What follows belongs to an exercise in optimizing a design on an open flow for small area, a short achievable clock period and few clock cycles per item; a production flow would make more cautious choices.
RTL that was checked went through simulation tests only; none was proved equivalent to the original.
Only the layout flow was run in run 3; the RTL was not checked for function there.
No activity file was given, so power comes from the tool's default toggle rates.

--- design/flow/config.mk ---
export PLATFORM = sky130hd
export DESIGN_NAME = yuv420_block_csc
export DESIGN_NICKNAME = yuv420_block_csc
export VERILOG_FILES = /design/flow/design.v
export SDC_FILE = /design/flow/constraint.sdc
export NUM_CORES = 4
export LEC_CHECK = 0
export ABC_AREA = 1
export CAP_MARGIN = 20
export CORE_MARGIN = 2
export CORE_UTILIZATION = 65
export SLEW_MARGIN = 20
export SYNTH_HIERARCHICAL = 1
--- design/flow/constraint.sdc ---
create_clock -name core_clock -period 22.0 [get_ports {clk}]
set_input_delay 4.4000 -clock core_clock [delete_from_list [all_inputs] [get_ports {clk}]]
set_output_delay 4.4000 -clock core_clock [all_outputs]
set_load 0.01 [all_outputs]
--- design/flow/design.v ---
module csc_fa (
    input  wire a,
    input  wire b,
    input  wire c,
    output wire s,
    output wire co
);
    assign s  = a ^ b ^ c;
    assign co = (a & b) | (c & (a ^ b));
endmodule
module csc_ha (
    input  wire a,
    input  wire b,
    output wire s,
    output wire co
);
    assign s  = a ^ b;
    assign co = a & b;
endmodule
module csc_tab_r1_g1 (
    input  wire [3:0] x,
    output wire [33:0] t
);
    assign t[0] = 16'haad5 >> x;
    assign t[1] = 16'h66cc >> x;
    assign t[2] = 16'h1e3c >> x;
    assign t[3] = 16'hfe03 >> x;
    assign t[4] = 16'hfe00 >> x;
    assign t[5] = 16'h54aa >> x;
    assign t[6] = 16'h3266 >> x;
    assign t[7] = 16'ha4b4 >> x;
    assign t[8] = 16'h926d >> x;
    assign t[9] = 16'h24b6 >> x;
    assign t[10] = 16'h38c7 >> x;
    assign t[11] = 16'hc0f8 >> x;
    assign t[12] = 16'h00ff >> x;
    assign t[13] = 16'h9076 >> x;
    assign t[14] = 16'hd66e >> x;
    assign t[15] = 16'h9100 >> x;
    assign t[16] = 16'h6fff >> x;
    assign t[17] = 16'haaaa >> x;
    assign t[18] = 16'h3333 >> x;
    assign t[19] = 16'h6969 >> x;
    assign t[20] = 16'hb24d >> x;
    assign t[21] = 16'h96db >> x;
    assign t[22] = 16'hdb6d >> x;
    assign t[23] = 16'hb6db >> x;
    assign t[24] = 16'h71c7 >> x;
    assign t[25] = 16'h5a95 >> x;
    assign t[26] = 16'h6319 >> x;
    assign t[27] = 16'hd6b4 >> x;
    assign t[28] = 16'h9b26 >> x;
    assign t[29] = 16'hb692 >> x;
    assign t[30] = 16'h8e71 >> x;
    assign t[31] = 16'h81f0 >> x;
    assign t[32] = 16'h7ff0 >> x;
    assign t[33] = 16'hfff0 >> x;
endmodule
module csc_tab_r2_g2 (
    input  wire [3:0] x,
    output wire [24:0] t
);
    assign t[0] = 16'h09de >> x;
    assign t[1] = 16'h5554 >> x;
    assign t[2] = 16'h3332 >> x;
    assign t[3] = 16'ha5a4 >> x;
    assign t[4] = 16'h6c92 >> x;
    assign t[5] = 16'h4924 >> x;
    assign t[6] = 16'h8e38 >> x;
    assign t[7] = 16'h0fc0 >> x;
    assign t[8] = 16'hf000 >> x;
    assign t[9] = 16'h52d5 >> x;
    assign t[10] = 16'h1fad >> x;
    assign t[11] = 16'h75ac >> x;
    assign t[12] = 16'h5936 >> x;
    assign t[13] = 16'h3492 >> x;
    assign t[14] = 16'h5924 >> x;
    assign t[15] = 16'h3492 >> x;
    assign t[16] = 16'h0c71 >> x;
    assign t[17] = 16'h56a5 >> x;
    assign t[18] = 16'h6739 >> x;
    assign t[19] = 16'h2d6b >> x;
    assign t[20] = 16'h49b2 >> x;
    assign t[21] = 16'h2496 >> x;
    assign t[22] = 16'h1c71 >> x;
    assign t[23] = 16'h03f0 >> x;
    assign t[24] = 16'h000f >> x;
endmodule
module csc_tab_b1_g3 (
    input  wire [3:0] x,
    output wire [31:0] t
);
    assign t[0] = 16'he86a >> x;
    assign t[1] = 16'h3c52 >> x;
    assign t[2] = 16'h5227 >> x;
    assign t[3] = 16'h36ee >> x;
    assign t[4] = 16'h0e1e >> x;
    assign t[5] = 16'hfe01 >> x;
    assign t[6] = 16'h54aa >> x;
    assign t[7] = 16'h3266 >> x;
    assign t[8] = 16'h0e1e >> x;
    assign t[9] = 16'h54ab >> x;
    assign t[10] = 16'h98cc >> x;
    assign t[11] = 16'he0f0 >> x;
    assign t[12] = 16'h00ff >> x;
    assign t[13] = 16'h0b97 >> x;
    assign t[14] = 16'h488a >> x;
    assign t[15] = 16'h141d >> x;
    assign t[16] = 16'h1fe0 >> x;
    assign t[17] = 16'h4aaa >> x;
    assign t[18] = 16'h6ccc >> x;
    assign t[19] = 16'h70f0 >> x;
    assign t[20] = 16'h2a55 >> x;
    assign t[21] = 16'h19cc >> x;
    assign t[22] = 16'h5296 >> x;
    assign t[23] = 16'h6318 >> x;
    assign t[24] = 16'h294a >> x;
    assign t[25] = 16'h4d93 >> x;
    assign t[26] = 16'h24b6 >> x;
    assign t[27] = 16'h4924 >> x;
    assign t[28] = 16'h2492 >> x;
    assign t[29] = 16'h1c71 >> x;
    assign t[30] = 16'h03f0 >> x;
    assign t[31] = 16'h000f >> x;
endmodule
module csc_tab_b2_g4 (
    input  wire [3:0] x,
    output wire [23:0] t
);
    assign t[0] = 16'he92e >> x;
    assign t[1] = 16'hc2ba >> x;
    assign t[2] = 16'hb774 >> x;
    assign t[3] = 16'h9112 >> x;
    assign t[4] = 16'h8f0e >> x;
    assign t[5] = 16'h2a54 >> x;
    assign t[6] = 16'h3398 >> x;
    assign t[7] = 16'hc3e0 >> x;
    assign t[8] = 16'hfc00 >> x;
    assign t[9] = 16'h0594 >> x;
    assign t[10] = 16'h4e2e >> x;
    assign t[11] = 16'h5030 >> x;
    assign t[12] = 16'h0a95 >> x;
    assign t[13] = 16'h398c >> x;
    assign t[14] = 16'h52d6 >> x;
    assign t[15] = 16'h6318 >> x;
    assign t[16] = 16'h294a >> x;
    assign t[17] = 16'h4d93 >> x;
    assign t[18] = 16'h24b6 >> x;
    assign t[19] = 16'h4924 >> x;
    assign t[20] = 16'h2492 >> x;
    assign t[21] = 16'h1c71 >> x;
    assign t[22] = 16'h03f0 >> x;
    assign t[23] = 16'h000f >> x;
endmodule
module csc_add_r (
    input  wire [12:0] a,
    input  wire [12:0] b,
    output wire [8:0] s
);
    wire [12:0] g = a & b;
    wire [12:0] p = a ^ b;
    wire g1_1;
    wire p1_1;
    wire g1_3;
    wire p1_3;
    wire g1_5;
    wire p1_5;
    wire g1_7;
    wire p1_7;
    wire g1_9;
    wire p1_9;
    wire g1_11;
    wire p1_11;
    wire g2_2;
    wire p2_2;
    wire g2_3;
    wire p2_3;
    wire g2_6;
    wire p2_6;
    wire g2_7;
    wire p2_7;
    wire g2_10;
    wire p2_10;
    wire g2_11;
    wire p2_11;
    wire g3_4;
    wire p3_4;
    wire g3_5;
    wire p3_5;
    wire g3_6;
    wire p3_6;
    wire g3_7;
    wire p3_7;
    wire g3_12;
    wire p3_12;
    wire g4_8;
    wire p4_8;
    wire g4_9;
    wire p4_9;
    wire g4_10;
    wire p4_10;
    wire g4_11;
    wire p4_11;
    wire g4_12;
    wire p4_12;
    assign g1_1 = g[1] | (p[1] & g[0]);
    assign p1_1 = p[1] & p[0];
    assign g1_3 = g[3] | (p[3] & g[2]);
    assign p1_3 = p[3] & p[2];
    assign g1_5 = g[5] | (p[5] & g[4]);
    assign p1_5 = p[5] & p[4];
    assign g1_7 = g[7] | (p[7] & g[6]);
    assign p1_7 = p[7] & p[6];
    assign g1_9 = g[9] | (p[9] & g[8]);
    assign p1_9 = p[9] & p[8];
    assign g1_11 = g[11] | (p[11] & g[10]);
    assign p1_11 = p[11] & p[10];
    assign g2_2 = g[2] | (p[2] & g1_1);
    assign p2_2 = p[2] & p1_1;
    assign g2_3 = g1_3 | (p1_3 & g1_1);
    assign p2_3 = p1_3 & p1_1;
    assign g2_6 = g[6] | (p[6] & g1_5);
    assign p2_6 = p[6] & p1_5;
    assign g2_7 = g1_7 | (p1_7 & g1_5);
    assign p2_7 = p1_7 & p1_5;
    assign g2_10 = g[10] | (p[10] & g1_9);
    assign p2_10 = p[10] & p1_9;
    assign g2_11 = g1_11 | (p1_11 & g1_9);
    assign p2_11 = p1_11 & p1_9;
    assign g3_4 = g[4] | (p[4] & g2_3);
    assign p3_4 = p[4] & p2_3;
    assign g3_5 = g1_5 | (p1_5 & g2_3);
    assign p3_5 = p1_5 & p2_3;
    assign g3_6 = g2_6 | (p2_6 & g2_3);
    assign p3_6 = p2_6 & p2_3;
    assign g3_7 = g2_7 | (p2_7 & g2_3);
    assign p3_7 = p2_7 & p2_3;
    assign g3_12 = g[12] | (p[12] & g2_11);
    assign p3_12 = p[12] & p2_11;
    assign g4_8 = g[8] | (p[8] & g3_7);
    assign p4_8 = p[8] & p3_7;
    assign g4_9 = g1_9 | (p1_9 & g3_7);
    assign p4_9 = p1_9 & p3_7;
    assign g4_10 = g2_10 | (p2_10 & g3_7);
    assign p4_10 = p2_10 & p3_7;
    assign g4_11 = g2_11 | (p2_11 & g3_7);
    assign p4_11 = p2_11 & p3_7;
    assign g4_12 = g3_12 | (p3_12 & g3_7);
    assign p4_12 = p3_12 & p3_7;
    assign s[0] = p[4] ^ g2_3;
    assign s[1] = p[5] ^ g3_4;
    assign s[2] = p[6] ^ g3_5;
    assign s[3] = p[7] ^ g3_6;
    assign s[4] = p[8] ^ g3_7;
    assign s[5] = p[9] ^ g4_8;
    assign s[6] = p[10] ^ g4_9;
    assign s[7] = p[11] ^ g4_10;
    assign s[8] = p[12] ^ g4_11;
endmodule
module csc_add_b (
    input  wire [12:0] a,
    input  wire [12:0] b,
    output wire [8:0] s
);
    wire [12:0] g = a & b;
    wire [12:0] p = a ^ b;
    wire g1_1;
    wire p1_1;
    wire g1_3;
    wire p1_3;
    wire g1_5;
    wire p1_5;
    wire g1_7;
    wire p1_7;
    wire g1_9;
    wire p1_9;
    wire g1_11;
    wire p1_11;
    wire g2_2;
    wire p2_2;
    wire g2_3;
    wire p2_3;
    wire g2_6;
    wire p2_6;
    wire g2_7;
    wire p2_7;
    wire g2_10;
    wire p2_10;
    wire g2_11;
    wire p2_11;
    wire g3_4;
    wire p3_4;
    wire g3_5;
    wire p3_5;
    wire g3_6;
    wire p3_6;
    wire g3_7;
    wire p3_7;
    wire g3_12;
    wire p3_12;
    wire g4_8;
    wire p4_8;
    wire g4_9;
    wire p4_9;
    wire g4_10;
    wire p4_10;
    wire g4_11;
    wire p4_11;
    wire g4_12;
    wire p4_12;
    assign g1_1 = g[1] | (p[1] & g[0]);
    assign p1_1 = p[1] & p[0];
    assign g1_3 = g[3] | (p[3] & g[2]);
    assign p1_3 = p[3] & p[2];
    assign g1_5 = g[5] | (p[5] & g[4]);
    assign p1_5 = p[5] & p[4];
    assign g1_7 = g[7] | (p[7] & g[6]);
    assign p1_7 = p[7] & p[6];
    assign g1_9 = g[9] | (p[9] & g[8]);
    assign p1_9 = p[9] & p[8];
    assign g1_11 = g[11] | (p[11] & g[10]);
    assign p1_11 = p[11] & p[10];
    assign g2_2 = g[2] | (p[2] & g1_1);
    assign p2_2 = p[2] & p1_1;
    assign g2_3 = g1_3 | (p1_3 & g1_1);
    assign p2_3 = p1_3 & p1_1;
    assign g2_6 = g[6] | (p[6] & g1_5);
    assign p2_6 = p[6] & p1_5;
    assign g2_7 = g1_7 | (p1_7 & g1_5);
    assign p2_7 = p1_7 & p1_5;
    assign g2_10 = g[10] | (p[10] & g1_9);
    assign p2_10 = p[10] & p1_9;
    assign g2_11 = g1_11 | (p1_11 & g1_9);
    assign p2_11 = p1_11 & p1_9;
    assign g3_4 = g[4] | (p[4] & g2_3);
    assign p3_4 = p[4] & p2_3;
    assign g3_5 = g1_5 | (p1_5 & g2_3);
    assign p3_5 = p1_5 & p2_3;
    assign g3_6 = g2_6 | (p2_6 & g2_3);
    assign p3_6 = p2_6 & p2_3;
    assign g3_7 = g2_7 | (p2_7 & g2_3);
    assign p3_7 = p2_7 & p2_3;
    assign g3_12 = g[12] | (p[12] & g2_11);
    assign p3_12 = p[12] & p2_11;
    assign g4_8 = g[8] | (p[8] & g3_7);
    assign p4_8 = p[8] & p3_7;
    assign g4_9 = g1_9 | (p1_9 & g3_7);
    assign p4_9 = p1_9 & p3_7;
    assign g4_10 = g2_10 | (p2_10 & g3_7);
    assign p4_10 = p2_10 & p3_7;
    assign g4_11 = g2_11 | (p2_11 & g3_7);
    assign p4_11 = p2_11 & p3_7;
    assign g4_12 = g3_12 | (p3_12 & g3_7);
    assign p4_12 = p3_12 & p3_7;
    assign s[0] = p[4] ^ g2_3;
    assign s[1] = p[5] ^ g3_4;
    assign s[2] = p[6] ^ g3_5;
    assign s[3] = p[7] ^ g3_6;
    assign s[4] = p[8] ^ g3_7;
    assign s[5] = p[9] ^ g4_8;
    assign s[6] = p[10] ^ g4_9;
    assign s[7] = p[11] ^ g4_10;
    assign s[8] = p[12] ^ g4_11;
endmodule
module csc_add_g (
    input  wire [20:0] a,
    input  wire [20:0] b,
    output wire [8:0] s
);
    wire [20:0] g = a & b;
    wire [20:0] p = a ^ b;
    wire g1_1;
    wire p1_1;
    wire g1_3;
    wire p1_3;
    wire g1_5;
    wire p1_5;
    wire g1_7;
    wire p1_7;
    wire g1_9;
    wire p1_9;
    wire g1_11;
    wire p1_11;
    wire g1_13;
    wire p1_13;
    wire g1_15;
    wire p1_15;
    wire g1_17;
    wire p1_17;
    wire g1_19;
    wire p1_19;
    wire g2_2;
    wire p2_2;
    wire g2_3;
    wire p2_3;
    wire g2_6;
    wire p2_6;
    wire g2_7;
    wire p2_7;
    wire g2_10;
    wire p2_10;
    wire g2_11;
    wire p2_11;
    wire g2_14;
    wire p2_14;
    wire g2_15;
    wire p2_15;
    wire g2_18;
    wire p2_18;
    wire g2_19;
    wire p2_19;
    wire g3_4;
    wire p3_4;
    wire g3_5;
    wire p3_5;
    wire g3_6;
    wire p3_6;
    wire g3_7;
    wire p3_7;
    wire g3_12;
    wire p3_12;
    wire g3_13;
    wire p3_13;
    wire g3_14;
    wire p3_14;
    wire g3_15;
    wire p3_15;
    wire g3_20;
    wire p3_20;
    wire g4_8;
    wire p4_8;
    wire g4_9;
    wire p4_9;
    wire g4_10;
    wire p4_10;
    wire g4_11;
    wire p4_11;
    wire g4_12;
    wire p4_12;
    wire g4_13;
    wire p4_13;
    wire g4_14;
    wire p4_14;
    wire g4_15;
    wire p4_15;
    wire g5_16;
    wire p5_16;
    wire g5_17;
    wire p5_17;
    wire g5_18;
    wire p5_18;
    wire g5_19;
    wire p5_19;
    wire g5_20;
    wire p5_20;
    assign g1_1 = g[1] | (p[1] & g[0]);
    assign p1_1 = p[1] & p[0];
    assign g1_3 = g[3] | (p[3] & g[2]);
    assign p1_3 = p[3] & p[2];
    assign g1_5 = g[5] | (p[5] & g[4]);
    assign p1_5 = p[5] & p[4];
    assign g1_7 = g[7] | (p[7] & g[6]);
    assign p1_7 = p[7] & p[6];
    assign g1_9 = g[9] | (p[9] & g[8]);
    assign p1_9 = p[9] & p[8];
    assign g1_11 = g[11] | (p[11] & g[10]);
    assign p1_11 = p[11] & p[10];
    assign g1_13 = g[13] | (p[13] & g[12]);
    assign p1_13 = p[13] & p[12];
    assign g1_15 = g[15] | (p[15] & g[14]);
    assign p1_15 = p[15] & p[14];
    assign g1_17 = g[17] | (p[17] & g[16]);
    assign p1_17 = p[17] & p[16];
    assign g1_19 = g[19] | (p[19] & g[18]);
    assign p1_19 = p[19] & p[18];
    assign g2_2 = g[2] | (p[2] & g1_1);
    assign p2_2 = p[2] & p1_1;
    assign g2_3 = g1_3 | (p1_3 & g1_1);
    assign p2_3 = p1_3 & p1_1;
    assign g2_6 = g[6] | (p[6] & g1_5);
    assign p2_6 = p[6] & p1_5;
    assign g2_7 = g1_7 | (p1_7 & g1_5);
    assign p2_7 = p1_7 & p1_5;
    assign g2_10 = g[10] | (p[10] & g1_9);
    assign p2_10 = p[10] & p1_9;
    assign g2_11 = g1_11 | (p1_11 & g1_9);
    assign p2_11 = p1_11 & p1_9;
    assign g2_14 = g[14] | (p[14] & g1_13);
    assign p2_14 = p[14] & p1_13;
    assign g2_15 = g1_15 | (p1_15 & g1_13);
    assign p2_15 = p1_15 & p1_13;
    assign g2_18 = g[18] | (p[18] & g1_17);
    assign p2_18 = p[18] & p1_17;
    assign g2_19 = g1_19 | (p1_19 & g1_17);
    assign p2_19 = p1_19 & p1_17;
    assign g3_4 = g[4] | (p[4] & g2_3);
    assign p3_4 = p[4] & p2_3;
    assign g3_5 = g1_5 | (p1_5 & g2_3);
    assign p3_5 = p1_5 & p2_3;
    assign g3_6 = g2_6 | (p2_6 & g2_3);
    assign p3_6 = p2_6 & p2_3;
    assign g3_7 = g2_7 | (p2_7 & g2_3);
    assign p3_7 = p2_7 & p2_3;
    assign g3_12 = g[12] | (p[12] & g2_11);
    assign p3_12 = p[12] & p2_11;
    assign g3_13 = g1_13 | (p1_13 & g2_11);
    assign p3_13 = p1_13 & p2_11;
    assign g3_14 = g2_14 | (p2_14 & g2_11);
    assign p3_14 = p2_14 & p2_11;
    assign g3_15 = g2_15 | (p2_15 & g2_11);
    assign p3_15 = p2_15 & p2_11;
    assign g3_20 = g[20] | (p[20] & g2_19);
    assign p3_20 = p[20] & p2_19;
    assign g4_8 = g[8] | (p[8] & g3_7);
    assign p4_8 = p[8] & p3_7;
    assign g4_9 = g1_9 | (p1_9 & g3_7);
    assign p4_9 = p1_9 & p3_7;
    assign g4_10 = g2_10 | (p2_10 & g3_7);
    assign p4_10 = p2_10 & p3_7;
    assign g4_11 = g2_11 | (p2_11 & g3_7);
    assign p4_11 = p2_11 & p3_7;
    assign g4_12 = g3_12 | (p3_12 & g3_7);
    assign p4_12 = p3_12 & p3_7;
    assign g4_13 = g3_13 | (p3_13 & g3_7);
    assign p4_13 = p3_13 & p3_7;
    assign g4_14 = g3_14 | (p3_14 & g3_7);
    assign p4_14 = p3_14 & p3_7;
    assign g4_15 = g3_15 | (p3_15 & g3_7);
    assign p4_15 = p3_15 & p3_7;
    assign g5_16 = g[16] | (p[16] & g4_15);
    assign p5_16 = p[16] & p4_15;
    assign g5_17 = g1_17 | (p1_17 & g4_15);
    assign p5_17 = p1_17 & p4_15;
    assign g5_18 = g2_18 | (p2_18 & g4_15);
    assign p5_18 = p2_18 & p4_15;
    assign g5_19 = g2_19 | (p2_19 & g4_15);
    assign p5_19 = p2_19 & p4_15;
    assign g5_20 = g3_20 | (p3_20 & g4_15);
    assign p5_20 = p3_20 & p4_15;
    assign s[0] = p[12] ^ g4_11;
    assign s[1] = p[13] ^ g4_12;
    assign s[2] = p[14] ^ g4_13;
    assign s[3] = p[15] ^ g4_14;
    assign s[4] = p[16] ^ g4_15;
    assign s[5] = p[17] ^ g5_16;
    assign s[6] = p[18] ^ g5_17;
    assign s[7] = p[19] ^ g5_18;
    assign s[8] = p[20] ^ g5_19;
endmodule
module csc_chroma (
    input  wire [7:0] u,
    input  wire [7:0] v,
    output wire [7:0] dr,
    output wire pr,
    output wire [7:0] dg,
    output wire pg,
    output wire [7:0] db,
    output wire pb
);
    wire [33:0] n1;
    wire [24:0] n2;
    wire [31:0] n3;
    wire [23:0] n4;
    wire [8:0] n5;
    wire [8:0] n6;
    wire n7;
    wire n8;
    wire n9;
    wire n10;
    wire n11;
    wire n12;
    wire n13;
    wire n14;
    wire n15;
    wire n16;
    wire n17;
    wire n18;
    wire n19;
    wire n20;
    wire n21;
    wire n22;
    wire n23;
    wire n24;
    wire n25;
    wire n26;
    wire n27;
    wire n28;
    wire n29;
    wire n30;
    wire n31;
    wire n32;
    wire n33;
    wire n34;
    wire n35;
    wire n36;
    wire n37;
    wire n38;
    wire n39;
    wire n40;
    wire n41;
    wire n42;
    wire n43;
    wire n44;
    wire n45;
    wire n46;
    wire n47;
    wire n48;
    wire n49;
    wire n50;
    wire n51;
    wire n52;
    wire n53;
    wire n54;
    wire n55;
    wire n56;
    wire n57;
    wire n58;
    wire n59;
    wire n60;
    wire n61;
    wire n62;
    wire n63;
    wire n64;
    wire n65;
    wire n66;
    wire n67;
    wire n68;
    wire n69;
    wire n70;
    wire n71;
    wire n72;
    wire n73;
    wire n74;
    wire n75;
    wire n76;
    wire [8:0] n77;
    csc_tab_r1_g1 u1 (.x(v[7:4]), .t(n1));
    csc_tab_r2_g2 u2 (.x(v[3:0]), .t(n2));
    csc_tab_b1_g3 u3 (.x(u[7:4]), .t(n3));
    csc_tab_b2_g4 u4 (.x(u[3:0]), .t(n4));
    csc_add_r u5 (.a({n1[12], n1[11], n1[10], n1[9], n1[8], n1[7], n1[6], n1[5], n1[4], n1[3], n1[2], n1[1], n1[0]}), .b({1'b0, 1'b0, 1'b0, 1'b0, n2[8], n2[7], n2[6], n2[5], n2[4], n2[3], n2[2], n2[1], n2[0]}), .s(n5));
    csc_add_b u6 (.a({n3[12], n3[11], n3[10], n3[9], n3[8], n3[7], n3[6], n3[5], n3[4], n3[3], n3[2], n3[1], n3[0]}), .b({1'b0, 1'b0, 1'b0, 1'b0, n4[8], n4[7], n4[6], n4[5], n4[4], n4[3], n4[2], n4[1], n4[0]}), .s(n6));
    csc_ha u7 (.a(n1[13]), .b(n2[9]), .s(n7), .co(n8));
    csc_fa u8 (.a(n1[14]), .b(n2[10]), .c(n3[14]), .s(n9), .co(n10));
    csc_fa u9 (.a(n1[15]), .b(n2[11]), .c(n3[15]), .s(n11), .co(n12));
    csc_fa u10 (.a(n1[16]), .b(n2[12]), .c(n3[16]), .s(n13), .co(n14));
    csc_fa u11 (.a(n1[17]), .b(n2[13]), .c(n3[17]), .s(n15), .co(n16));
    csc_fa u12 (.a(n1[18]), .b(n2[14]), .c(n3[18]), .s(n17), .co(n18));
    csc_fa u13 (.a(n1[19]), .b(n2[15]), .c(n3[19]), .s(n19), .co(n20));
    csc_fa u14 (.a(n1[20]), .b(n2[16]), .c(n3[20]), .s(n21), .co(n22));
    csc_fa u15 (.a(n1[21]), .b(n2[17]), .c(n3[21]), .s(n23), .co(n24));
    csc_fa u16 (.a(n1[22]), .b(n2[18]), .c(n3[22]), .s(n25), .co(n26));
    csc_fa u17 (.a(n1[23]), .b(n2[19]), .c(n3[23]), .s(n27), .co(n28));
    csc_fa u18 (.a(n1[24]), .b(n2[20]), .c(n3[24]), .s(n29), .co(n30));
    csc_fa u19 (.a(n1[25]), .b(n2[21]), .c(n3[25]), .s(n31), .co(n32));
    csc_fa u20 (.a(n1[26]), .b(n2[22]), .c(n3[26]), .s(n33), .co(n34));
    csc_fa u21 (.a(n1[27]), .b(n2[23]), .c(n3[27]), .s(n35), .co(n36));
    csc_ha u22 (.a(n1[28]), .b(n2[24]), .s(n37), .co(n38));
    csc_ha u23 (.a(n7), .b(n3[13]), .s(n39), .co(n40));
    csc_fa u24 (.a(n8), .b(n9), .c(n4[10]), .s(n41), .co(n42));
    csc_fa u25 (.a(n10), .b(n11), .c(n4[11]), .s(n43), .co(n44));
    csc_fa u26 (.a(n12), .b(n13), .c(n4[12]), .s(n45), .co(n46));
    csc_fa u27 (.a(n14), .b(n15), .c(n4[13]), .s(n47), .co(n48));
    csc_fa u28 (.a(n16), .b(n17), .c(n4[14]), .s(n49), .co(n50));
    csc_fa u29 (.a(n18), .b(n19), .c(n4[15]), .s(n51), .co(n52));
    csc_fa u30 (.a(n20), .b(n21), .c(n4[16]), .s(n53), .co(n54));
    csc_fa u31 (.a(n22), .b(n23), .c(n4[17]), .s(n55), .co(n56));
    csc_fa u32 (.a(n24), .b(n25), .c(n4[18]), .s(n57), .co(n58));
    csc_fa u33 (.a(n26), .b(n27), .c(n4[19]), .s(n59), .co(n60));
    csc_fa u34 (.a(n28), .b(n29), .c(n4[20]), .s(n61), .co(n62));
    csc_fa u35 (.a(n30), .b(n31), .c(n4[21]), .s(n63), .co(n64));
    csc_fa u36 (.a(n32), .b(n33), .c(n4[22]), .s(n65), .co(n66));
    csc_fa u37 (.a(n34), .b(n35), .c(n4[23]), .s(n67), .co(n68));
    csc_fa u38 (.a(n36), .b(n37), .c(n3[28]), .s(n69), .co(n70));
    csc_fa u39 (.a(n38), .b(n1[29]), .c(n3[29]), .s(n71), .co(n72));
    csc_ha u40 (.a(n1[30]), .b(n3[30]), .s(n73), .co(n74));
    csc_ha u41 (.a(n1[31]), .b(n3[31]), .s(n75), .co(n76));
    csc_add_g u42 (.a({n1[33], n76, n74, n72, n70, n68, n66, n64, n62, n60, n58, n56, n54, n52, n50, n48, n46, n44, n42, n40, n39}), .b({1'b0, n1[32], n75, n73, n71, n69, n67, n65, n63, n61, n59, n57, n55, n53, n51, n49, n47, n45, n43, n41, n4[9]}), .s(n77));
    assign dr = {n5[7], n5[6], n5[5], n5[4], n5[3], n5[2], n5[1], n5[0]};
    assign pr = ~n5[8];
    assign dg = {n77[7], n77[6], n77[5], n77[4], n77[3], n77[2], n77[1], n77[0]};
    assign pg = ~n77[8];
    assign db = {n6[7], n6[6], n6[5], n6[4], n6[3], n6[2], n6[1], n6[0]};
    assign pb = ~n6[8];
endmodule
module csc_keephi (
    input  wire c,
    input  wire p,
    output wire keep,
    output wire hi
);
    assign keep = c | p;
    assign hi = c & p;
endmodule
module csc_clamp (
    input  wire [7:0] s,
    input  wire keep,
    input  wire hi,
    output wire [7:0] q
);
    assign q = (s & {8{keep}}) | {8{hi}};
endmodule
module csc_chan (
    input  wire [7:0] y,
    input  wire [7:0] d,
    input  wire p,
    output wire [7:0] q
);
    wire n1;
    wire n2;
    wire n3;
    wire n4;
    wire n5;
    wire n6;
    wire n7;
    wire n8;
    wire n9;
    wire n10;
    wire n11;
    wire n12;
    wire n13;
    wire n14;
    wire n15;
    wire n16;
    wire keep, hi;
    csc_ha u1 (.a(y[0]), .b(d[0]), .s(n1), .co(n2));
    csc_fa u2 (.a(y[1]), .b(d[1]), .c(n2), .s(n3), .co(n4));
    csc_fa u3 (.a(y[2]), .b(d[2]), .c(n4), .s(n5), .co(n6));
    csc_fa u4 (.a(y[3]), .b(d[3]), .c(n6), .s(n7), .co(n8));
    csc_fa u5 (.a(y[4]), .b(d[4]), .c(n8), .s(n9), .co(n10));
    csc_fa u6 (.a(y[5]), .b(d[5]), .c(n10), .s(n11), .co(n12));
    csc_fa u7 (.a(y[6]), .b(d[6]), .c(n12), .s(n13), .co(n14));
    csc_fa u8 (.a(y[7]), .b(d[7]), .c(n14), .s(n15), .co(n16));
    csc_keephi u9 (.c(n16), .p(p), .keep(keep), .hi(hi));
    csc_clamp u10 (.s({n15, n13, n11, n9, n7, n5, n3, n1}), .keep(keep), .hi(hi), .q(q));
endmodule
module yuv420_block_csc (
    input  wire        clk,
    input  wire        rst,         
    input  wire        in_valid,
    output wire        in_ready,
    input  wire [31:0] in_y,        
    input  wire [7:0]  in_u,
    input  wire [7:0]  in_v,
    output wire        out_valid,
    input  wire        out_ready,
    output wire [95:0] out_rgb      
);
    reg        rdy;                 
    reg        a_valid;
    reg [47:0] a_d;                 
    reg        s_valid;
    reg [47:0] s_d;                 
    reg        p_valid;
    reg [31:0] p_y;
    reg [7:0]  p_dr, p_dg, p_db;    
    reg        p_pr, p_pg, p_pb;    
    reg        b_valid;
    reg        b_idle;              
    reg [95:0] b_rgb;
    wire p_x = !p_valid || b_idle;
    wire a_x = !a_valid || p_x;
    wire [7:0] b_en;
    wire [3:0] p_en;
    wire [2:0] a_en;
    genvar k;
    generate
        for (k = 0; k < 8; k = k + 1) begin : g_ben
            csc_en u_en (.a(b_idle), .b(out_ready), .y(b_en[k]));
        end
        for (k = 0; k < 4; k = k + 1) begin : g_pen
            csc_en u_en (.a(p_x), .b(out_ready), .y(p_en[k]));
        end
        for (k = 0; k < 3; k = k + 1) begin : g_aen
            csc_en u_en (.a(a_x), .b(out_ready), .y(a_en[k]));
        end
    endgenerate
    wire b_go = b_idle || out_ready;
    wire p_go = !p_valid || b_go;
    wire a_go = !a_valid || p_go;
    wire acc  = in_valid && rdy;
    assign in_ready  = rdy;
    assign out_valid = b_valid;
    assign out_rgb   = b_rgb;
    wire s_valid_n = s_valid ? !a_go : (acc && !a_go);
    wire [47:0] in_d = {in_v, in_u, in_y};
    wire [47:0] a_nx = s_valid ? s_d : in_d;
    always @(posedge clk) begin
        if (!s_valid)
            s_d <= in_d;
        if (a_en[0]) a_d[15:0]  <= a_nx[15:0];
        if (a_en[1]) a_d[31:16] <= a_nx[31:16];
        if (a_en[2]) a_d[47:32] <= a_nx[47:32];
    end
    always @(posedge clk) begin
        if (rst) begin
            rdy     <= 1'b1;
            s_valid <= 1'b0;
            a_valid <= 1'b0;
            p_valid <= 1'b0;
            b_valid <= 1'b0;
            b_idle  <= 1'b1;
        end else begin
            rdy     <= !s_valid_n;
            s_valid <= s_valid_n;
            if (a_go) a_valid <= s_valid || acc;
            if (p_go) p_valid <= a_valid;
            if (b_go) begin
                b_valid <= p_valid;
                b_idle  <= !p_valid;
            end
        end
    end
    wire [7:0] dr, dg, db;
    wire       pr, pg, pb;
    csc_chroma u_chroma (
        .u(a_d[39:32]), .v(a_d[47:40]),
        .dr(dr), .pr(pr), .dg(dg), .pg(pg), .db(db), .pb(pb)
    );
    always @(posedge clk) begin
        if (p_en[0]) begin
            p_y[15:0] <= a_d[15:0];
        end
        if (p_en[1]) begin
            p_y[31:16] <= a_d[31:16];
        end
        if (p_en[2]) begin
            p_dr <= dr;
            p_pr <= pr;
            p_dg <= dg;
            p_pg <= pg;
        end
        if (p_en[3]) begin
            p_db <= db;
            p_pb <= pb;
        end
    end
    wire [95:0] rgb;
    generate
        for (k = 0; k < 4; k = k + 1) begin : g_pix
            csc_chan u_r (.y(p_y[8*k +: 8]), .d(p_dr), .p(p_pr), .q(rgb[24*k + 16 +: 8]));
            csc_chan u_g (.y(p_y[8*k +: 8]), .d(p_dg), .p(p_pg), .q(rgb[24*k + 8  +: 8]));
            csc_chan u_b (.y(p_y[8*k +: 8]), .d(p_db), .p(p_pb), .q(rgb[24*k      +: 8]));
        end
        for (k = 0; k < 8; k = k + 1) begin : g_b
            always @(posedge clk) begin
                if (b_en[k])
                    b_rgb[12*k +: 12] <= rgb[12*k +: 12];
            end
        end
    endgenerate
endmodule
module csc_en (input wire a, input wire b, output wire y);
    assign y = a | b;
endmodule
--- design/flow/flow/run.sh ---
#!/bin/bash
# Layout flow: the standard ORFS flow with two changes: the port buffers
# are sky130_fd_sc_hd__buf_1 cells instead of the delay cell buffer_ports picks by
# itself, and clock tree synthesis uses clkbuf_4/clkbuf_8 cells, clusters of up
# to 30 sinks and no dummy loads.
set -euo pipefail
cd "$(dirname "$0")/.."
export BUFFER_PORTS_ARGS="-buffer_cell sky130_fd_sc_hd__buf_1"
export CTS_ARGS="-sink_clustering_enable -repair_clock_nets -dont_use_dummy_load -buf_list {sky130_fd_sc_hd__clkbuf_4 sky130_fd_sc_hd__clkbuf_8} -sink_clustering_size 30"
bash standard.sh > flow_standard.log 2>&1 || { tail -50 flow_standard.log; exit 1; }
tail -5 flow_standard.log
--- design/flow/standard.sh ---
#!/bin/bash
# synth_recipe.tcl (not shown) runs the flow's synth.tcl, then flattens the netlist and writes it again
# the make line also repeats each setting of config.mk as NAME=value (left out here)
make -C /OpenROAD-flow-scripts/flow DESIGN_CONFIG=/design/flow/config.mk WORK_HOME=/design/flow/orfs CLKGATE_MAP_FILE= SYNTH_SCRIPT=/design/flow/synth_recipe.tcl "${@:-finish}"
==> results of run 1 <==
-- worst paths after layout --
kind	from	cells after the start	to
worst max-delay path	b_rgb[48]	1	out_rgb[48]
worst min register to register	a_d[28]	0	p_y[28]
worst max register to register	a_d[44]	18	p_dg[5]
worst min-delay path	a_d[28]	0	p_y[28]
-- sequential cells by signal, indices dropped and copies added, names as in the netlist, 8 cells and up --
signal and count:
p_db 8, b_rgb 96, a_d 48, p_dr 8, s_d 48, p_dg 8, p_y 32
-- metal layers --
layer  routed length, microns  GRT usage  vias up
met5                        0          0        -
met2                    16000      0.436      408
li1                         -          -     5524
met3                     1930     0.0380       79
met1                    15100      0.391     5111
met4                     1210      0.100        0
-- Yosys stat by module (local to each module, per instance), a selection --
module,copies in the design,flops+latches
yuv420_block_csc,1,257
csc_tab_r1_g1,1,0
csc_add_g,1,0
csc_tab_b1_g3,1,0
csc_tab_b2_g4,1,0
csc_tab_r2_g2,1,0
csc_add_b,1,0
csc_add_r,1,0
csc_clamp,12,0
csc_fa,114,0
csc_keephi,12,0
csc_ha,17,0
-- Yosys cell counts (3+ instances only) --
library cell,instances
sky130_fd_sc_hd__a21oi_2,6
sky130_fd_sc_hd__nor2_1,48
sky130_fd_sc_hd__o21ai_2,3
sky130_fd_sc_hd__and2_1,4
sky130_fd_sc_hd__nor3_1,6
sky130_fd_sc_hd__a21oi_1,25
sky130_fd_sc_hd__xor2_1,3
sky130_fd_sc_hd__nand3_1,54
sky130_fd_sc_hd__nor2_2,6
sky130_fd_sc_hd__o21bai_1,4
sky130_fd_sc_hd__xnor2_1,8
sky130_fd_sc_hd__buf_4,12
sky130_fd_sc_hd__nand2_1,699
sky130_fd_sc_hd__inv_1,179
sky130_fd_sc_hd__nand3_2,3
sky130_fd_sc_hd__fa_1,119
sky130_fd_sc_hd__a21o_1,4
sky130_fd_sc_hd__dfxtp_1,54
sky130_fd_sc_hd__ha_1,94
sky130_fd_sc_hd__buf_6,22
sky130_fd_sc_hd__nand2_2,23
sky130_fd_sc_hd__nand2_4,5
sky130_fd_sc_hd__buf_2,13
sky130_fd_sc_hd__inv_2,10
sky130_fd_sc_hd__o21ai_0,25
sky130_fd_sc_hd__o21ai_1,17
sky130_fd_sc_hd__edfxtp_1,203
-- final cells by class --
cell class	count	area (sq um)	area share
clock buffers	41	564	0.0330
repair buffers	150	567	0.0331
multi-input cells	1180	7670	0.448
inverters	192	733	0.0428
flip-flops and latches	257	7180	0.419
well taps	324	405	0.0237
-- report_power, final --
group,switching (mW),internal [mW],leakage (nW)
clock,0.155,0.164,0.295
combinational,0.399,0.258,5.60
sequential,0.109,0.697,2.56
-- cells by family after synthesis --
logic type,Yosys count,share of synthesized area
buffers and inverters,242,0.0735
AO/OA/AOI/OAI,91,0.0328
XOR/XNOR,11,0.00602
flip-flops,257,0.449
adder cells (fa/ha/maj),213,0.223
AND/OR/NAND/NOR,856,0.216
other,1,0.000234
==> impl_metrics.ini, run 1 <==
[timing]
tightest_slew_ps = 1050
hold_viol = 0
finalHoldWorstSlack_ps = 387
grt_setup_unrepaired = no
finalSetupViolCount = 0
slew_headroom = 0.297
slew_viol_final = 0
finalWorstSetupSlack_ps = 16430
tns_ps = 0
final_clock_period_utilization_by_the_worst_path = 0.253
fin_skew_ps = 39.8
post-route-min-period_ps = 5570
fmaxAchievable_mhz = 180

[placement]
placed_cells_incl_taps = 2103
place.port_buffers = 149
routabilityCongestion = 0.938
dp_slack_ps = 16190
place.detailed.hpwl_microns = 27000
placement.cell_area_sq_um = 16600

[global_route]
grt_pass1_wl_microns = 55000
grt_start_max_net_pins = 50
globalRouteTotalUtil = 0.274
global_route_congestion_overflow_total = 0
first_global_vias = 10700
antenna_found_initial = 1

[pwr]
p_per_area_nw_per_um2 = 104
design_power_total_mw = 1.78
leakage_nw = 8.45
power.ir.vdd_worst_v = 0.0000691

[clock_network]
cts-buffers-inserted = 41
post_cts_buffers = 0
clock_sink_count = 257
clk_pin_slew_ps = 60
ctsHtreeMaxLevel = 2
clk_path_buf_depth = 3
worstSkewPairLatency_ps = 530
cts_tree = done
ctsHoldBuffers = 0
number_of_cells_upsized_or_downsized_after_cts = 0
cts.root.buffer_cell = sky130_fd_sc_hd__clkbuf_8

[critical_path]
path_buf_inv = 1
required_ps = 17600
slowest_delay_ps = 480
worstPathArrival_ps = 1170
worst_path_dominant_cell_family = flip-flops
timing.critical_path.to_type = output pin
r2r_setup_slack_ps = 17400
critical_path_slowest_stage_cell = sky130_fd_sc_hd__edfxtp_1
setup.worst_path.start_class = flop
cp_max_fo = 1
worstSetupPathType = flop to output pin
crit_path_cell_trace = buf_1

[synthesis]
synth_area_leader_cell = sky130_fd_sc_hd__edfxtp_1
synth_top_cell_area_share = 0.381
synth_enable_flop_cells = 203
ys.flop_type = sky130_fd_sc_hd__edfxtp_1
yosys-top-cells-area = sky130_fd_sc_hd__edfxtp_1 38%, sky130_fd_sc_hd__nand2_1 16%, sky130_fd_sc_hd__fa_1 15%
post_synth_instance_area_sq_um = 16000
fraction_of_synthesis_flops_using_an_asynchronous_set_or_reset_pin = 0
synthesis.area_per_instance_sq_um = 9.57
total_of_warnings_raised_by_yosys = 7
postSynthCellCount = 1671
synth.ff_latch_count = 257
netlist-cell-type-count = 44
synth.yosys.seq_area_share = 0.449

[cells_and_area]
antenna_cells_inserted = 0
area_growth_pct = 7.04
layout_commonest_cell = sky130_fd_sc_hd__nand2_1
layout.core_utilization = 0.706
mostFrequentLayoutCells = 699 x sky130_fd_sc_hd__nand2_1, 203 x sky130_fd_sc_hd__edfxtp_1, 179 x sky130_fd_sc_hd__inv_1
final_nets = 2087
n_fill_cell = 1926
layout.cell_area.non_filler_sq_um = 17100
final-instance-count-excl-fill = 2144
layout-drive-gt1-share = 0.0588

[routing]
post_drt_wl_per_cell_microns = 15.9
route.vias.total = 11100
avgViaCountPerCell = 5.19
route.detailed.drc = 0
initialDrtViolationCount = 957
drt_first_pass_iters = 5
postRouteAntennaNets = 0
wirelength_microns = 34200

[floorplanning]
placeableCoreArea_sq_um = 24200
i_o_pins = 150
die_width_microns = 161
initial_utilization = 0.660
floorplan_die_height_microns = 161
num_rows = 57
floorplan_die_area_sq_um = 25900

[job]
maxCapViolations = 0

[outcome]
outcome = timing/DRC/antenna clean

[hold_path]
worst_hold_class = flop to flop
Testbench counts, summed over its fixed seeds: cycles 16,024, items 16,000.
==> inputs of run 2 (changes only) <==
--- a/design/flow/config.mk
+++ b/design/flow/config.mk
@@ -6,5 +6,4 @@
 export NUM_CORES = 4
 export LEC_CHECK = 0
-export ABC_AREA = 1
 export CAP_MARGIN = 20
 export CORE_MARGIN = 2
==> run 2 against run 1 <==
Net effect:
- clock power shrank 1%
- critical path depth is the same
- register-to-register slack lost 220 ps
- combinational power grew about 10%
- setup slack gained 51 ps
- routed wire length grew 1.3%
- die area shrank 0.71%
- power grew 4.6%
- sequential cell count is the same
- cell area shrank 1.4%
- synthesized cell count shrank 28%
- still clean
==> impl_metrics.ini, run 2 <==
[outcome]
outcome = timing/DRC/antenna clean

[synthesis]
synth_xor_area_frac = 0.0149
synth_top_family_by_area = adder cells
synth_top_cell_area_share = 0.384
mux_contribution_to_synthesized_area = 0.0459
postSynthCellCount = 1208
total_of_warnings_raised_by_yosys = 7
fraction_of_synthesis_flops_using_an_asynchronous_set_or_reset_pin = 0
synth_area_leader_cell = sky130_fd_sc_hd__edfxtp_1
post_synth_instance_area_sq_um = 15900
synth_enable_flop_cells = 203
compound_gate_portion_of_the_synthesized_area = 0.145
synthSimpleGateAreaFrac = 0.0681
most_frequent_cell_after_synthesis = sky130_fd_sc_hd__edfxtp_1
synth.cells.most_frequent = 203 x sky130_fd_sc_hd__edfxtp_1, 119 x sky130_fd_sc_hd__fa_1, 111 x sky130_fd_sc_hd__a21o_1
yosys-top-cells-area = sky130_fd_sc_hd__edfxtp_1 38%, sky130_fd_sc_hd__fa_1 15%, sky130_fd_sc_hd__ha_1 7.4%
synth.ff_latch_count = 257
synth.yosys.seq_area_share = 0.452
ys.flop_type = sky130_fd_sc_hd__edfxtp_1
synthesis.area_per_instance_sq_um = 13.1
synth-adder-area-share = 0.224
netlist-cell-type-count = 82

[clock_network]
clk_path_buf_depth = 3
cts.root.buffer_cell = sky130_fd_sc_hd__clkbuf_8
clk_pin_slew_ps = 60
number_of_cells_upsized_or_downsized_after_cts = 0
cts-buffers-inserted = 40
post_cts_buffers = 0
ctsHoldBuffers = 0
worstSkewPairLatency_ps = 530
clock_sink_count = 257
cts_tree = done
ctsHtreeMaxLevel = 2

[cells_and_area]
final-instance-count-excl-fill = 1668
final_nets = 1611
layout.core_utilization = 0.698
mostFrequentLayoutCells = 203 x sky130_fd_sc_hd__edfxtp_1, 149 x sky130_fd_sc_hd__buf_1, 119 x sky130_fd_sc_hd__fa_1
seq_area_sq_um = 7180
multi_input_area_sq_um = 7950
layout-drive-gt1-share = 0.115
max_flop_register = b_rgb
area_growth_pct = 6.38
layout.cell_area.non_filler_sq_um = 16900
layout_commonest_cell = sky130_fd_sc_hd__edfxtp_1
largest_registers = b_rgb (96), a_d (48), s_d (48)
max_ffs_per_register = 96
antenna_cells_inserted = 0
n_fill_cell = 1817

[critical_path]
worst_path_dominant_cell_family = flip-flops
worstSetupPathType = flop to output pin
setup.worst_path.start_class = flop
worstPathArrival_ps = 1120
crit_path_cell_trace = buf_1
required_ps = 17600
path_buf_inv = 1
timing.critical_path.to_type = output pin
cp_max_fo = 2
slowest_delay_ps = 410
critical_path_slowest_stage_cell = sky130_fd_sc_hd__dfxtp_1

[timing]
finalSetupViolCount = 0
slew_headroom = 0.318
fin_skew_ps = 55.2
finalHoldWorstSlack_ps = 377
tns_ps = 0
post-route-min-period_ps = 5520
tightest_slew_ps = 1020
finalWorstSetupSlack_ps = 16480
grt_setup_unrepaired = no
hold_viol = 0
fmaxAchievable_mhz = 181
final_clock_period_utilization_by_the_worst_path = 0.251
slew_viol_final = 0

[routing]
postRouteAntennaNets = 0
route.vias.total = 9748
post_drt_wl_per_cell_microns = 20.8
initialDrtViolationCount = 829
drt_first_pass_iters = 6
route.detailed.drc = 0
wirelength_microns = 34600
avgViaCountPerCell = 5.84

[floorplanning]
floorplan_die_height_microns = 160
die_width_microns = 160
num_rows = 57
i_o_pins = 150
initial_utilization = 0.657
placeableCoreArea_sq_um = 24200
floorplan_die_area_sq_um = 25700

[global_route]
grt_start_max_net_pins = 43
first_global_vias = 9424
global_route_congestion_overflow_total = 0
antenna_found_initial = 0
grt_pass1_wl_microns = 53400
globalRouteTotalUtil = 0.275

[pwr]
leakage_nw = 6.82
p_per_area_nw_per_um2 = 110
seq_power_share = 0.443
netSwitchingFraction = 0.357
design_power_total_mw = 1.86
p_switching_mw = 0.666
power_frac_clock = 0.169
power.ir.vdd_worst_v = 0.0000550
power.combinational.fraction = 0.388
cellInternalPower_mw = 1.20

[placement]
place.port_buffers = 149
placement.cell_area_sq_um = 16300
place.detailed.hpwl_microns = 26600
dp_slack_ps = 16020
placed_cells_incl_taps = 1628
routabilityCongestion = 0.902

[hold_path]
worst_hold_class = flop to flop

[job]
maxCapViolations = 0
-- run 2: cell types whose count changed after synthesis, moves of 25 or more --
cell and change:
sky130_fd_sc_hd__inv_1 -132, sky130_fd_sc_hd__mux2_2 +39, sky130_fd_sc_hd__a21o_1 +107, sky130_fd_sc_hd__nand2_1 -656
sky130_fd_sc_hd__nand3_1 -44, sky130_fd_sc_hd__or2_1 +25, sky130_fd_sc_hd__a21oi_1 +33
-- run 2: area by class of cell --
class	instances	share of cell area
tap	324	0.0240
inverter	50	0.0111
clock buffer	40	0.0326
multi-input combinational	840	0.471
timing repair buffer	157	0.0367
sequential	257	0.425
-- run 2: path summary, 6_finish.rpt --
kind	from	to	slack, ps	depth (start not counted)
worst max-delay path	rdy	in_ready	16480	1
worst min-delay path	a_d[5]	p_y[5]	380	0
worst max register to register	a_d[41]	p_dg[5]	17180	14
worst min register to register	a_d[5]	p_y[5]	380	0
-- run 2: metal layers --
layer | track usage | share of wire
met5 | 0 | 0
met2 | 0.442 | 0.47
met3 | 0.0442 | 0.061
met4 | 0.0872 | 0.030
met1 | 0.391 | 0.44
-- run 2: power groups by stage --
stage | clock network [mW] | logic (mW) | registers (mW)
6_report | 0.315 | 0.723 | 0.825
5_1_grt | 0.342 | 0.810 | 0.838
4_1_cts | 0.324 | 0.715 | 0.827
3_5_place_dp | 0 | 0.705 | 0.836
3_3_place_gp | 0 | 0.690 | 0.833
2_1_floorplan | 0 | 0.494 | 0.836
-- run 2: kinds of logic after synthesis --
family	after synthesis
flip-flops	257
AO/OA/AOI/OAI	330
other	1
multiplexers	59
buffers and inverters	119
adder cells (fa/ha/maj)	213
AND/OR/NAND/NOR	202
XOR/XNOR	27
-- run 2: Yosys stat by module (local to each module, per instance), a selection --
| module | copies in the design | cells inside | flops+latches | cell area (sq um) |
|---|---|---|---|---|
| csc_add_b | 1 | 50 | 0 | 419 |
| csc_add_g | 1 | 86 | 0 | 678 |
| csc_add_r | 1 | 50 | 0 | 419 |
| csc_chroma | 1 | 4 | 0 | 15.0 |
| csc_clamp | 12 | 10 | 0 | 82.6 |
| csc_en | 15 | 1 | 0 | 6.26 |
| csc_fa | 114 | 1 | 0 | 20.0 |
| csc_ha | 17 | 1 | 0 | 12.5 |
| csc_keephi | 12 | 2 | 0 | 13.8 |
| csc_tab_b1_g3 | 1 | 105 | 0 | 681 |
| csc_tab_b2_g4 | 1 | 94 | 0 | 706 |
| csc_tab_r2_g2 | 1 | 95 | 0 | 601 |
| yuv420_block_csc | 1 | 324 | 257 | 7880 |
==> inputs of run 3 (changes only) <==
--- a/design/flow/design.v
+++ b/design/flow/design.v
@@ -779,5 +779,5 @@
     wire p_go = !p_valid || b_go;
     wire a_go = !a_valid || p_go;
-    wire acc  = in_valid && rdy;
+    wire acc  = in_valid && !s_valid;    
     assign in_ready  = rdy;
     assign out_valid = b_valid;
==> run 3 against run 2 <==
Net effect:
- still clean on timing, DRC and antenna
- fmax fell by 0.41%
- utilization up 0.098 points
- sequential cell count is the same
- largest cell class unchanged
==> impl_metrics.ini, run 3 <==
[outcome]
outcome = timing/DRC/antenna clean

[clock_network]
cts-buffers-inserted = 41
ctsHtreeMaxLevel = 2
cts.root.buffer_cell = sky130_fd_sc_hd__clkbuf_8
clk_pin_slew_ps = 50
number_of_cells_upsized_or_downsized_after_cts = 0
cts_tree = done
ctsHoldBuffers = 0
post_cts_buffers = 0
clk_path_buf_depth = 3
worstSkewPairLatency_ps = 550
clock_sink_count = 257

[synthesis]
yosys-top-cells-area = sky130_fd_sc_hd__edfxtp_1 38%, sky130_fd_sc_hd__fa_1 15%, sky130_fd_sc_hd__ha_1 7.4%
ys.flop_type = sky130_fd_sc_hd__edfxtp_1
synth_top_cell_area_share = 0.385
synth_area_leader_cell = sky130_fd_sc_hd__edfxtp_1
post_synth_instance_area_sq_um = 15800
synth.cells.most_frequent = 203 x sky130_fd_sc_hd__edfxtp_1, 119 x sky130_fd_sc_hd__fa_1, 111 x sky130_fd_sc_hd__a21o_1
fraction_of_synthesis_flops_using_an_asynchronous_set_or_reset_pin = 0
synth_enable_flop_cells = 203
synth.ff_latch_count = 257
synth.yosys.seq_area_share = 0.453
netlist-cell-type-count = 81
postSynthCellCount = 1208
synthesis.area_per_instance_sq_um = 13.1
total_of_warnings_raised_by_yosys = 7
most_frequent_cell_after_synthesis = sky130_fd_sc_hd__edfxtp_1

[timing]
finalSetupViolCount = 0
tns_ps = 0
hold_viol = 0
finalWorstSetupSlack_ps = 16460
fin_skew_ps = 66.6
fmaxAchievable_mhz = 181
tightest_slew_ps = 1050
grt_setup_unrepaired = no
slew_headroom = 0.300
final_clock_period_utilization_by_the_worst_path = 0.252
post-route-min-period_ps = 5540
slew_viol_final = 0

[hold_path]
worst_hold_class = flop to flop
whs_path_depth = 0
holdPathEnd = p_y[22]
timing.hold.worst.start = a_d[22]

[routing]
route.vias.total = 9737
route.detailed.drc = 0
post_drt_wl_per_cell_microns = 20.5
avgViaCountPerCell = 5.83
postRouteAntennaNets = 0
wirelength_microns = 34200
drt_first_pass_iters = 5
initialDrtViolationCount = 756

[critical_path]
path_buf_inv = 1
cp_max_fo = 2
r2r_setup_slack_ps = 17270
critical_path.reg2reg.endpoint = p_dg[4]
slowest_delay_ps = 350
timing.critical_path.to_type = output pin
worstSetupPathType = flop to output pin
required_ps = 17600
r2r-start = a_d[45]
worst-r2r-cell-count = 14
critical_path_slowest_stage_cell = sky130_fd_sc_hd__dfxtp_1
setup.worst_path.start_class = flop
crit_path_cell_trace = buf_1
worst_path_dominant_cell_family = flip-flops
worstPathArrival_ps = 1140

[cells_and_area]
mostFrequentLayoutCells = 203 x sky130_fd_sc_hd__edfxtp_1, 149 x sky130_fd_sc_hd__buf_1, 119 x sky130_fd_sc_hd__fa_1
final_nets = 1612
layout-drive-gt1-share = 0.116
max_flop_register = b_rgb
area_growth_pct = 6.48
seq_area_sq_um = 7180
multi_input_area_sq_um = 7910
layout_commonest_cell = sky130_fd_sc_hd__edfxtp_1
largest_registers = b_rgb (96), a_d (48), s_d (48)
antenna_cells_inserted = 0
max_ffs_per_register = 96
n_fill_cell = 1831

[global_route]
global_route.usage.met2 = 0.437
first_global_vias = 9470
antenna_found_initial = 0
groute.layer.met1.usage = 0.381
grt.busiest_layer = met2
globalRouteMet3Util = 0.0481
global_route_congestion_overflow_total = 0
grt_start_max_net_pins = 43
grt_pass1_wl_microns = 52800
globalRouteTotalUtil = 0.273

[pwr]
power_frac_clock = 0.170
seq_power_share = 0.440
power.ir.vdd_worst_v = 0.0000714
cellInternalPower_mw = 1.21
leakage_nw = 6.79
power.combinational.fraction = 0.390
p_switching_mw = 0.673
p_per_area_nw_per_um2 = 112
netSwitchingFraction = 0.357

[placement]
place.port_buffers = 149
place.detailed.hpwl_microns = 26500
routabilityCongestion = 0.902
dp_slack_ps = 16060

[floorplanning]
placeableCoreArea_sq_um = 24100
i_o_pins = 150
floorplan_die_height_microns = 160
floorplan_die_area_sq_um = 25600
initial_utilization = 0.657
die_width_microns = 160
num_rows = 57

[job]
maxCapViolations = 0
[run 3: changes by cell type after synthesis, sizes merged]
cell,previous run,this run
a21oi,67,66
nand2b,18,19
nor2,39,40
or2b,3,2
[run 3: kinds of logic (layout without fill, tap and decap cells)]
group,Yosys count,after routing,synth area share
simple gates,203,203,0.0684
xor+xnor,27,27,0.0149
mux,59,59,0.0436
other cells,1,9,0.000237
buf+inv,119,248,0.0494
fa+ha+maj,213,213,0.225
compound gates,329,329,0.145
flops,257,257,0.453
[run 3: cell type report]
type                    instances  area share
multi-input cells             840       0.469
flip-flops and latches        257       0.426
repair buffers                157      0.0367
clock buffers                  41      0.0335
well taps                     324      0.0240
inverters                      50      0.0111
[run 3: metal layers]
layer,wire length [microns],vias to the layer above
met5,0,-
met4,1300,0
met3,2320,76
met2,15900,377
met1,14700,4682
li1,-,4602
[run 3: worst max path at each step]
| stage | from | endpoint | slack (ps) | cells after the start |
|---|---|---|---|---|
| detailed placement | out_ready | a_d[35] | 16060 | 3 |
| CTS | b_valid | out_valid | 16440 | 1 |
| global placement | out_ready | a_d[32] | 16130 | 3 |
| finish | b_valid | out_valid | 16460 | 1 |
| global route | b_valid | out_valid | 16430 | 1 |
| floorplan | out_ready | p_dg[0] | 16780 | 1 |
[run 3: through the flow]
step / area [sq um] / hold WS, ps / power, mW / std cells / utilization
after global placement: 16300 / 402 / 1.54 / 1628 / 0.676
final: 16900 / 394 / 1.88 / 1669 / 0.699
after global routing: 16900 / 407 / 2.01 / 1669 / 0.699
after floorplan: 15900 / 400 / 1.34 / 1216 / -
after CTS: 16900 / 394 / 1.89 / 1669 / 0.699
after detailed placement: 16300 / 405 / 1.56 / 1628 / 0.676
[run 3: Yosys stat by module, one instance, submodules excluded, a selection]
module            area (sq um)  cells  times used
csc_tab_r2_g2              601     95           1
yuv420_block_csc          7840    324           1
csc_chroma                15.0      4           1
csc_add_b                  419     50           1
csc_keephi                13.8      2          12
csc_tab_r1_g1              733    110           1
csc_en                    6.26      1          15
csc_clamp                 82.6     10          12
csc_add_g                  678     86           1
csc_add_r                  419     50           1
csc_tab_b2_g4              706     94           1
csc_fa                    20.0      1         114
csc_tab_b1_g3              681    105           1
csc_ha                    12.5      1          17
[run 3: power by group through the flow]
stage               clock network (mW)  logic, mW  registers [mW]
floorplan                            0      0.505           0.839
global placement                     0      0.702           0.836
detailed placement                   0      0.716           0.840
CTS                              0.330      0.727           0.831
global route                     0.348      0.821           0.840
finish                           0.320      0.734           0.828
==> inputs of run 4 (changes only) <==
--- a/design/flow/design.v
+++ b/design/flow/design.v
@@ -779,5 +779,5 @@
     wire p_go = !p_valid || b_go;
     wire a_go = !a_valid || p_go;
-    wire acc  = in_valid && !s_valid;    
+    wire acc  = in_valid && rdy;
     assign in_ready  = rdy;
     assign out_valid = b_valid;
--- a/design/flow/config.mk
+++ b/design/flow/config.mk
@@ -8,5 +8,5 @@
 export CAP_MARGIN = 20
 export CORE_MARGIN = 2
-export CORE_UTILIZATION = 65
+export CORE_UTILIZATION = 55
 export SLEW_MARGIN = 20
 export SYNTH_HIERARCHICAL = 1
==> run 4 against run 3 <==
Net effect:
- sequential cell count is the same
- sequential power increased by 0.6%
- cell area rose by 0.93%
- utilization shrank 10 points
- die area grew 18%
- non-clock buffer count rose by 1
- worst hold slack better by 7.2 ps
- clock-buffer cell count up 2
- clock power up 4%
- power fell by 0.35%
- cell count rose by 3.8%
- sequential share of layout area shrank 0.39 points
==> impl_metrics.ini, run 4 <==
[routing]
route.detailed.drc = 0
postRouteAntennaNets = 0
route.vias.total = 9579
avgViaCountPerCell = 5.53
drt_first_pass_iters = 5
wirelength_microns = 34900
post_drt_wl_per_cell_microns = 20.1
initialDrtViolationCount = 799

[synthesis]
fraction_of_synthesis_flops_using_an_asynchronous_set_or_reset_pin = 0
synth_area_leader_cell = sky130_fd_sc_hd__edfxtp_1
postSynthCellCount = 1208
ys.flop_type = sky130_fd_sc_hd__edfxtp_1
synth_enable_flop_cells = 203
total_of_warnings_raised_by_yosys = 7
post_synth_instance_area_sq_um = 15900
synth_top_cell_area_share = 0.384
synth.ff_latch_count = 257
most_frequent_cell_after_synthesis = sky130_fd_sc_hd__edfxtp_1
synthesis.area_per_instance_sq_um = 13.1
yosys-top-cells-area = sky130_fd_sc_hd__edfxtp_1 38%, sky130_fd_sc_hd__fa_1 15%, sky130_fd_sc_hd__ha_1 7.4%
synth.yosys.seq_area_share = 0.452
netlist-cell-type-count = 82
synth.cells.most_frequent = 203 x sky130_fd_sc_hd__edfxtp_1, 119 x sky130_fd_sc_hd__fa_1, 111 x sky130_fd_sc_hd__a21o_1

[hold_path]
timing.hold.worst.start = a_d[6]
holdPathEnd = p_y[6]
whs_path_depth = 0
worst_hold_class = flop to flop

[cells_and_area]
layout_commonest_cell = sky130_fd_sc_hd__edfxtp_1
max_ffs_per_register = 96
max_flop_register = b_rgb
antenna_cells_inserted = 0
n_fill_cell = 2406
layout-drive-gt1-share = 0.118
mostFrequentLayoutCells = 203 x sky130_fd_sc_hd__edfxtp_1, 149 x sky130_fd_sc_hd__buf_1, 119 x sky130_fd_sc_hd__fa_1
layout.core_utilization = 0.596
area_growth_pct = 7.20
largest_registers = b_rgb (96), a_d (48), s_d (48)
final_nets = 1615

[floorplanning]
floorplan_die_height_microns = 174
initial_utilization = 0.556
die_width_microns = 174
i_o_pins = 150
placeableCoreArea_sq_um = 28500
floorplan_die_area_sq_um = 30200
num_rows = 62

[timing]
finalHoldWorstSlack_ps = 401
fmaxAchievable_mhz = 181
slew_viol_final = 0
tightest_slew_ps = 925
grt_setup_unrepaired = no
tns_ps = 0
post-route-min-period_ps = 5510
hold_viol = 0
fin_skew_ps = 36.3
slew_headroom = 0.384
final_clock_period_utilization_by_the_worst_path = 0.251
finalSetupViolCount = 0

[placement]
place.detailed.hpwl_microns = 26200
place.port_buffers = 149
routabilityCongestion = 0.869

[critical_path]
cp_max_fo = 1
worstPathArrival_ps = 1110
worst-r2r-cell-count = 14
worstSetupPathType = flop to output pin
timing.critical_path.to_type = output pin
r2r_setup_slack_ps = 17100
worst_path_dominant_cell_family = flip-flops
slowest_delay_ps = 430
path_buf_inv = 1
critical_path.reg2reg.endpoint = p_dg[4]
r2r-start = a_d[41]
setup.worst_path.start_class = flop
required_ps = 17600
critical_path_slowest_stage_cell = sky130_fd_sc_hd__edfxtp_1
worst-path-stages = 1
crit_path_cell_trace = buf_1

[clock_network]
number_of_cells_upsized_or_downsized_after_cts = 0
ctsHoldBuffers = 0
post_cts_buffers = 0
clk_path_buf_depth = 3
clk_pin_slew_ps = 60
cts-buffers-inserted = 43
clock_sink_count = 257
worstSkewPairLatency_ps = 530
cts.root.buffer_cell = sky130_fd_sc_hd__clkbuf_8
ctsHtreeMaxLevel = 2
cts_tree = done

[job]
maxCapViolations = 0

[pwr]
leakage_nw = 6.85
power.ir.vdd_worst_v = 0.0000482
p_per_area_nw_per_um2 = 110
design_power_total_mw = 1.88

[outcome]
outcome = timing/DRC/antenna clean

[global_route]
first_global_vias = 9327
globalRouteTotalUtil = 0.237
global_route_congestion_overflow_total = 0
antenna_found_initial = 1
grt_start_max_net_pins = 50
grt_pass1_wl_microns = 54300
[run 4: changes by cell type after synthesis, sizes merged]
cell / before / now
nor2: 40 / 39
or2b: 2 / 3
nand2b: 19 / 18
a21oi: 66 / 67
[run 4: per-stage QoR]
step / instance area, sq um / setup slack [ps] / std cells
after detailed placement: 16400 / 16050 / 1688
after floorplan: 15900 / 16780 / 1216
after global placement: 16400 / 16060 / 1688
after global routing: 17000 / 16450 / 1732
final: 17000 / 16490 / 1732
after CTS: 17000 / 16460 / 1731
[run 4: kinds of logic after synthesis]
family	Yosys count	synth area share
AO/OA/AOI/OAI	330	0.145
adder cells (fa/ha/maj)	213	0.224
other	1	0.000236
multiplexers	59	0.0459
AND/OR/NAND/NOR	202	0.0681
XOR/XNOR	27	0.0149
flip-flops	257	0.452
buffers and inverters	119	0.0493
[run 4: cell type report]
type / count / area, sq um / area share
Sequential cell: 257 / 7180 / 0.422
Clock buffer: 43 / 592 / 0.0348
Tap cell: 384 / 480 / 0.0282
Inverter: 50 / 188 / 0.0110
Multi-Input combinational cell: 840 / 7950 / 0.467
Timing Repair Buffer: 158 / 634 / 0.0373
[run 4: Yosys stat by module, one instance, submodules excluded, a selection]
module	area, sq um	flops+latches	copies in the design	cells
csc_add_g	678	0	1	86
csc_add_b	419	0	1	50
csc_tab_b1_g3	681	0	1	105
csc_tab_b2_g4	706	0	1	94
yuv420_block_csc	7880	257	1	324
csc_en	6.26	0	15	1
csc_keephi	13.8	0	12	2
csc_fa	20.0	0	114	1
csc_tab_r1_g1	733	0	1	110
csc_chroma	15.0	0	1	4
csc_ha	12.5	0	17	1
csc_add_r	419	0	1	50
csc_clamp	82.6	0	12	10
csc_tab_r2_g2	601	0	1	95
[run 4: where the power goes]
group          internal [mW]  total (mW)  switching, mW
Combinational          0.323       0.710          0.387
Sequential             0.709       0.833          0.123
Clock                  0.172       0.333          0.161
[run 4: layer usage]
metal	share of wire	global-route usage	vias up
li1	-	-	4614
met4	0.025	0.0662	0
met2	0.47	0.380	299
met3	0.052	0.0346	56
met1	0.45	0.340	4610
met5	0	0	-
[run 4: how the worst max path moves through the flow]
stage	slack (ps)	end	from
2_1_floorplan	16780	p_dg[0]	out_ready
3_3_place_gp	16060	a_d[46]	out_ready
3_5_place_dp	16050	a_d[46]	out_ready
4_1_cts	16460	out_rgb[89]	b_rgb[89]
5_1_grt	16450	out_rgb[6]	b_rgb[6]
6_report	16490	out_rgb[3]	b_rgb[3]
Testbench counts of run 4, summed over its fixed seeds: cycles 16,024, items 16,000.

==> separate check: timing with driven ports <==
The flow's constraints put no driver on any port. The routed layouts listed below were extracted and timed again, unchanged, in two steps.
Step 1 (the two cells are an assumption about what drives the block):
set clk [get_ports {clk}]
set_driving_cell -lib_cell sky130_fd_sc_hd__clkbuf_16 $clk
set_driving_cell -lib_cell sky130_fd_sc_hd__buf_2 [delete_from_list [all_inputs] $clk]
Step 2 adds t to the input delays and takes it off the output delays; t is the mean of the earliest and latest rising clock arrival at the registers after step 1. Input paths then give back, and output paths get back, about the clock's delay inside the block.
Three values: ideal, step 1, step 2; two values: the first two.
| run | shift t [ns] | setup WS [ns] | hold WS [ns] | worst data-port slew with drivers (ns) |
|---|---|---|---|---|
| run 1 | 0.555 | 16.434 / 16.386 / 16.181 | 0.387 / 0.387 / 0.387 | 0.06 |
| run 2 | 0.555 | 16.485 / 16.436 / 16.035 | 0.377 / 0.377 / 0.377 | 0.06 |
| run 3 | 0.561 | 16.462 / 16.416 / 16.025 | 0.394 / 0.394 / 0.394 | 0.06 |
| run 4 | 0.562 | 16.485 / 16.442 / 16.075 | 0.401 / 0.401 / 0.401 | 0.05 |
After both steps setup and hold are still met in every run listed. The setup slack of run 2, which loses most, moves by -0.049 ns with the drivers and by -0.450 ns with both steps.
